This design comes from an exercise in tuning for small area, a short achievable clock period and few clock cycles on the open sky130 flow, not from production work. At most, simulation tests tie the RTL to the original design; equivalence was not proved. Power figures rest on the tool's default switching activity, not on a simulated workload.

## 09-06
## zc_demod
module zc_demod (
    input  wire        clk,
    input  wire        rst,
    input  wire        cmd_valid,
    input  wire [31:0] cmd_data,
    output wire        cmd_ready,
    output reg         out_valid,
    output reg  [31:0] out_data,
    output wire [8:0]  status,
    output wire [63:0] sample_count
);
Size in the first run: about 3300 cells after synthesis, about 2000 flip-flops, about 140 I/O pins, ~52000 um^2 of cells after synthesis.
==> flow/config.mk <==
export PLATFORM = sky130hd
export DESIGN_NAME = zc_demod
export DESIGN_NICKNAME = zc_demod
export VERILOG_FILES = /design/flow/design.v
export SDC_FILE = /design/flow/constraint.sdc
export NUM_CORES = 4
export LEC_CHECK = 0
export CAP_MARGIN = 20
export CORE_MARGIN = 2
export CORE_UTILIZATION = 40
export CTS_CLUSTER_DIAMETER = 70
export CTS_CLUSTER_SIZE = 24
export PLACE_DENSITY = 0.6
export SLEW_MARGIN = 20
export SYNTH_HIERARCHICAL = 1
==> flow/constraint.sdc <==
create_clock -name core_clock -period 15.0 [get_ports {clk}]
set_input_delay 3.0000 -clock core_clock [delete_from_list [all_inputs] [get_ports {clk}]]
set_output_delay 3.0000 -clock core_clock [all_outputs]
set_load 0.01 [all_outputs]
standard.sh (not shown) runs the stock make flow with config.mk's settings and CLKGATE_MAP_FILE= SYNTH_SCRIPT=/design/flow/synth_recipe.tcl, a recipe that flattens the netlist after the stock synthesis.
==> flow/flow/run.sh <==
#!/bin/bash
# Standard layout (standard synthesis, floorplan, place, CTS, route), with
# repair_timing asked for more setup slack than the clock period needs, so
# that it shortens the critical paths, and port buffers that it can size.
set -euo pipefail
bash standard.sh finish SETUP_SLACK_MARGIN=10.5 "BUFFER_PORTS_ARGS=-buffer_cell sky130_fd_sc_hd__buf_2" > make_finish.log 2>&1
Setup changes, 09-06 to 10-19
-- flow/design.v --
<<< 09-06, line 94
    reg [2:0]  widx;
    reg [5:0]  wj;
    reg        post_lock;
    reg [2:0]  post_e;
>>> 10-19, line 94
    reg [2:0]  widx;
    reg [5:0]  wj;
    reg [5:0]  lastw;            
    reg        post_lock;
    reg [2:0]  post_e;
<<< 09-06, line 157
        endcase
    end
    wire data_last = (ptr == wj) && (wj == nwd - 6'd1);
    always @(posedge clk) begin
        for (i = 0; i < 50; i = i + 1)
>>> 10-19, line 158
        endcase
    end
    wire data_last = (ptr == wj) && (wj == lastw);
    always @(posedge clk) begin
        for (i = 0; i < 50; i = i + 1)
<<< 09-06, line 222
            cause     <= why;
            out_valid <= 1'b1;
            out_data  <= {4'h9, 25'd0, why};
        end
    endtask
>>> 10-19, line 223
            cause     <= why;
            out_valid <= 1'b1;
        end
    endtask
<<< 09-06, line 252
    always @(posedge clk) begin
        out_valid <= 1'b0;
        out_data  <= ring_rd;
        ptr       <= (ptr == 6'd50) ? 6'd0 : ptr + 6'd1;
        if (ring_wr) pend <= 1'b0;
>>> 10-19, line 252
    always @(posedge clk) begin
        out_valid <= 1'b0;
        case (st)
            S_IDLE:  out_data <= {4'h9, 26'd0, cmd_data[30] ? {cmd_data[28], 1'b1} : 2'b10};
            S_HDR:   out_data <= hdr_word;
            S_DATA:  out_data <= ring_rd;
            default: out_data <= {4'h9, 25'd0, 3'd2};
        endcase
        ptr       <= (ptr == 6'd50) ? 6'd0 : ptr + 6'd1;
        if (ring_wr) pend <= 1'b0;
<<< 09-06, line 328
            S_HDR: begin
                out_valid <= 1'b1;
                out_data  <= hdr_word;
                widx      <= widx + 3'd1;
                wj        <= 6'd0;
>>> 10-19, line 333
            S_HDR: begin
                out_valid <= 1'b1;
                lastw     <= nwd - 6'd1;
                widx      <= widx + 3'd1;
                wj        <= 6'd0;
## What came out
Across both runs, number of vias per cell after detailed routing was lower for 10-19 than for 09-06.
Of 09-06 and 10-19, the run reporting the higher worst setup skew after layout was 10-19.
[10-19 vs 09-06] initial antenna violation count: higher in 10-19
When the final numbers for 09-06 and 10-19 were put side by side, the filler cell count in the final layout turned out to be smaller in 10-19.
The mean post-synth cell area was comparable across 09-06 and 10-19.
Lower total power per unit cell area goes to 09-06 over 10-19.
Relative to 09-06, time the final worst path needs with I/O delays and setup decreased by 210 ps in 10-19.
Comparing worst reg-to-reg setup slack for 09-06 and 10-19, the bigger number came from 09-06.
Looking at total power across both flows, 10-19 is the weaker of the two, with 09-06 ahead.
The run with more routed wire is 09-06, not 10-19.
10-19 drops fewer vias than 09-06.
The higher fraction of power consumed by the clock network of 09-06 and 10-19 is in 10-19.
09-06 → 10-19: post-layout worst setup margin saw an increase; leakage power saw an increase.
Testbench counts of 10-19, summed over its fixed seeds: cycles 390,972.
Only the layout flow was run in 09-06; the RTL was not checked for function there.

---

## before
zc_demod with an RTL version that a note above also has.
For scale: ~2,000 flip-flops, roughly 140 I/O pins, roughly 53,000 um2 of cells after synthesis.
clock: 15.0 ns
lec_check: 0
abc_area: 1
cap_margin: 20
core_margin: 2
core_utilization: 40
cts_cluster_diameter: 85
cts_cluster_size: 27
place_density: 0.6
slew_margin: 20
synth_hierarchical: 1
==> flow/flow/run.sh <==
#!/bin/bash
# Standard layout (standard synthesis, floorplan, place, CTS, route), with
# repair_timing asked for more setup slack than the clock period needs, so
# that it shortens the critical paths, and port buffers that it can size.
set -euo pipefail
bash standard.sh finish SETUP_SLACK_MARGIN=10.3 "BUFFER_PORTS_ARGS=-buffer_cell sky130_fd_sc_hd__buf_2" > make_finish.log 2>&1
before: no failed stages, no open violations at the end
Testbench counts of before, summed over its fixed seeds: cycles 390,972.
What after does differently from before at the input level:
--- a/flow/design.v
+++ b/flow/design.v
@@ -63,17 +63,19 @@
     reg [16:0] idx;
     reg [1:0]  phase;
     reg        pol;
     reg [16:0] run_start;
     reg [46:0] hist0;
     reg [62:0] hist1;
     reg [38:0] hist2;
     reg [5:0]  fill0, fill1, fill2;    
-    reg [6:0]  eff0, eff1, eff2;       
+    reg [4:0]  eff0;
+    reg [5:0]  eff1;
+    reg [6:0]  eff2;
     reg        cv0, cv1, cv2;
     reg [2:0]  marks0;                 
     reg [2:0]  marks1;                 
     reg [1:0]  marks2;                 
     reg [2:0]  lk_e;
     reg [1:0]  lk_ch;
     reg        lk_inv;
     reg [7:0]  flen;
@@ -268,41 +270,41 @@
                 if (ev_inv) ctrl_inv <= cmd_data[0];
                 if (ev_raw) ctrl_raw <= cmd_data[0];
                 if (ev_eos) do_halt(3'd1);
                 if (ev_iof) do_halt(3'd3);
                 if (ev_start) phase <= PH_ALIGN;
                 if (ev_start || ev_smp || ev_pe) pol <= s_pol;
                 if (ev_align) begin
                     phase     <= PH_RUN;
-                    eff0      <= 7'd1;
-                    eff1      <= 7'd1;
+                    eff0      <= 5'd1;
+                    eff1      <= 6'd1;
                     eff2      <= 7'd1;
                     run_start <= idx;
                 end
                 if (ev_run) begin
-                    if (eff0 != 7'd127) eff0 <= eff0 + 7'd1;
-                    if (eff1 != 7'd127) eff1 <= eff1 + 7'd1;
+                    if (eff0 != 5'd31) eff0 <= eff0 + 5'd1;
+                    if (eff1 != 6'd63) eff1 <= eff1 + 6'd1;
                     if (eff2 != 7'd127) eff2 <= eff2 + 7'd1;
                 end
                 if (ev_smp) begin
                     idx <= idx_inc;
                     if (at_last) do_halt(3'd2);
                 end
                 if (ev_pe) begin
                     cv0  <= hold0;
-                    eff0 <= hold0 ? eff0 + 7'd1 : 7'd1;
+                    eff0 <= hold0 ? eff0 + 5'd1 : 5'd1;
                     if (bit0) begin
                         marks0 <= 3'd0;
                         hist0  <= {hist0[45:0], b0};
                         if (fill0 != 6'd47) fill0 <= fill0 + 6'd1;
                     end
                     if (mk0 && marks0 != 3'd7) marks0 <= marks0 + 3'd1;
                     cv1  <= hold1;
-                    eff1 <= hold1 ? eff1 + 7'd1 : 7'd1;
+                    eff1 <= hold1 ? eff1 + 6'd1 : 6'd1;
                     if (bit1) begin
                         marks1 <= 3'd0;
                         hist1  <= {hist1[61:0], b1};
                         if (fill1 != 6'd63) fill1 <= fill1 + 6'd1;
                     end
                     if (mk1 && marks1 != 3'd5) marks1 <= marks1 + 3'd1;
                     cv2  <= hold2;
                     eff2 <= hold2 ? eff2 + 7'd1 : 7'd1;
@@ -409,17 +411,19 @@
     assign ev_align = run && c_sample && (phase == PH_ALIGN) && !pol && s_pol;
     assign ev_run   = run && c_sample && (phase == PH_RUN) && !pulse_end;
     assign ev_inv   = run && c_setinv;
     assign ev_raw   = run && c_setraw;
     assign ev_eos   = run && c_eos;
     assign ev_iof   = run && c_iofail;
 endmodule
 module zc_pp (
-    input  wire [6:0]  eff0, eff1, eff2,
+    input  wire [4:0]  eff0,
+    input  wire [5:0]  eff1,
+    input  wire [6:0]  eff2,
     input  wire        cv0, cv1, cv2,
     input  wire [46:0] hist0,
     input  wire [62:0] hist1,
     input  wire [38:0] hist2,
     input  wire [5:0]  fill0, fill1, fill2,
     input  wire [2:0]  marks0,
     input  wire [2:0]  marks1,
     input  wire [1:0]  marks2,
@@ -445,22 +449,22 @@
     output wire        coal_hit
 );
     localparam [1:0] FSM_SEARCH = 2'd0, FSM_LOCKED = 2'd1, FSM_CAPT = 2'd2;
     localparam [47:0] PAT0 = 48'h6969_6969_6910;
     localparam [63:0] PAT1 = 64'hA5F0_3C96_E14B_7D28;
     localparam [31:0] PAT3 = 32'hB34F_0A5C;
     localparam [39:0] PAT5 = 40'hE8_1D4B_2796;
     localparam [39:0] PAT6 = 40'h17_E2B4_D869;
-    assign hold0 = (eff0 <= 7'd7);
-    assign bit0  = (eff0 >= 7'd8)  && (eff0 <= 7'd12);
-    assign mk0   = (eff0 >= 7'd18) && (eff0 <= 7'd22);
-    assign hold1 = (eff1 <= 7'd14);
-    assign bit1  = (eff1 >= 7'd15) && (eff1 <= 7'd24);
-    assign mk1   = (eff1 >= 7'd35) && (eff1 <= 7'd44);
+    assign hold0 = (eff0 <= 5'd7);
+    assign bit0  = (eff0 >= 5'd8)  && (eff0 <= 5'd12);
+    assign mk0   = (eff0 >= 5'd18) && (eff0 <= 5'd22);
+    assign hold1 = (eff1 <= 6'd14);
+    assign bit1  = (eff1 >= 6'd15) && (eff1 <= 6'd24);
+    assign mk1   = (eff1 >= 6'd35) && (eff1 <= 6'd44);
     assign hold2 = (eff2 <= 7'd29);
     assign bit2  = (eff2 >= 7'd30) && (eff2 <= 7'd49);
     assign mk2   = (eff2 >= 7'd70) && (eff2 <= 7'd89);
     assign b0 = !cv0;
     assign b1 = !cv1;
     assign b2 = !cv2;
     wire f0_48 = (fill0 >= 6'd47);
     wire f0_32 = (fill0 >= 6'd31);
### Flow results
Per the comparison of after with before, fmax shows a reduction of 1.3%; wire length the detailed router placed on met1 shows a reduction of 2.0%.
Number of global-route vias before repair, before and after: larger value in after
Re basic-gate share of the synthesized area counting and, or, nand and nor cells: before and after aren't equal, and the higher value belongs to before.
Relative slew slack delta (after − before): favourable
after vs before on worst-case hold slack: after is the higher one.
Testbench counts of after, summed over its fixed seeds: cycles 390,972.

[static timing again, ports no longer ideal]
How much do the figures lean on ideal ports? The routed layouts below were timed once more, with nothing changed but the port constraints.
Step 1: set_driving_cell puts a clkbuf_16 on clk and a buf_2 on each other input, an assumption about the parent block.
Step 2, shift: input delay + t, output delay - t, t = (earliest + latest rising clock arrival at the registers) / 2. This alone moves slack from input paths to output paths.
Three values: ideal ports, drivers, drivers and shift; two values: the first two.
run	t (ns)	setup WS [ns]	worst hold slack (ns)	worst data-port slew with drivers (ns)	pins driven straight from the clock port
09-06	0.760	9.717 / 9.753 / 8.993	0.315 / 0.315 / 0.315	0.05	1
10-19	0.772	9.928 / 9.962 / 9.190	0.316 / 0.316 / 0.316	0.11	1
before	0.745	10.366 / 10.416 / 9.671	0.307 / 0.307 / 0.307	0.03	1
after	0.764	10.307 / 10.364 / 9.600	0.313 / 0.313 / 0.313	0.04	1
After both steps every run listed still meets setup and hold. For 10-19, which loses most, drivers alone change the setup slack by +0.034 ns; drivers and shift together by -0.738 ns.
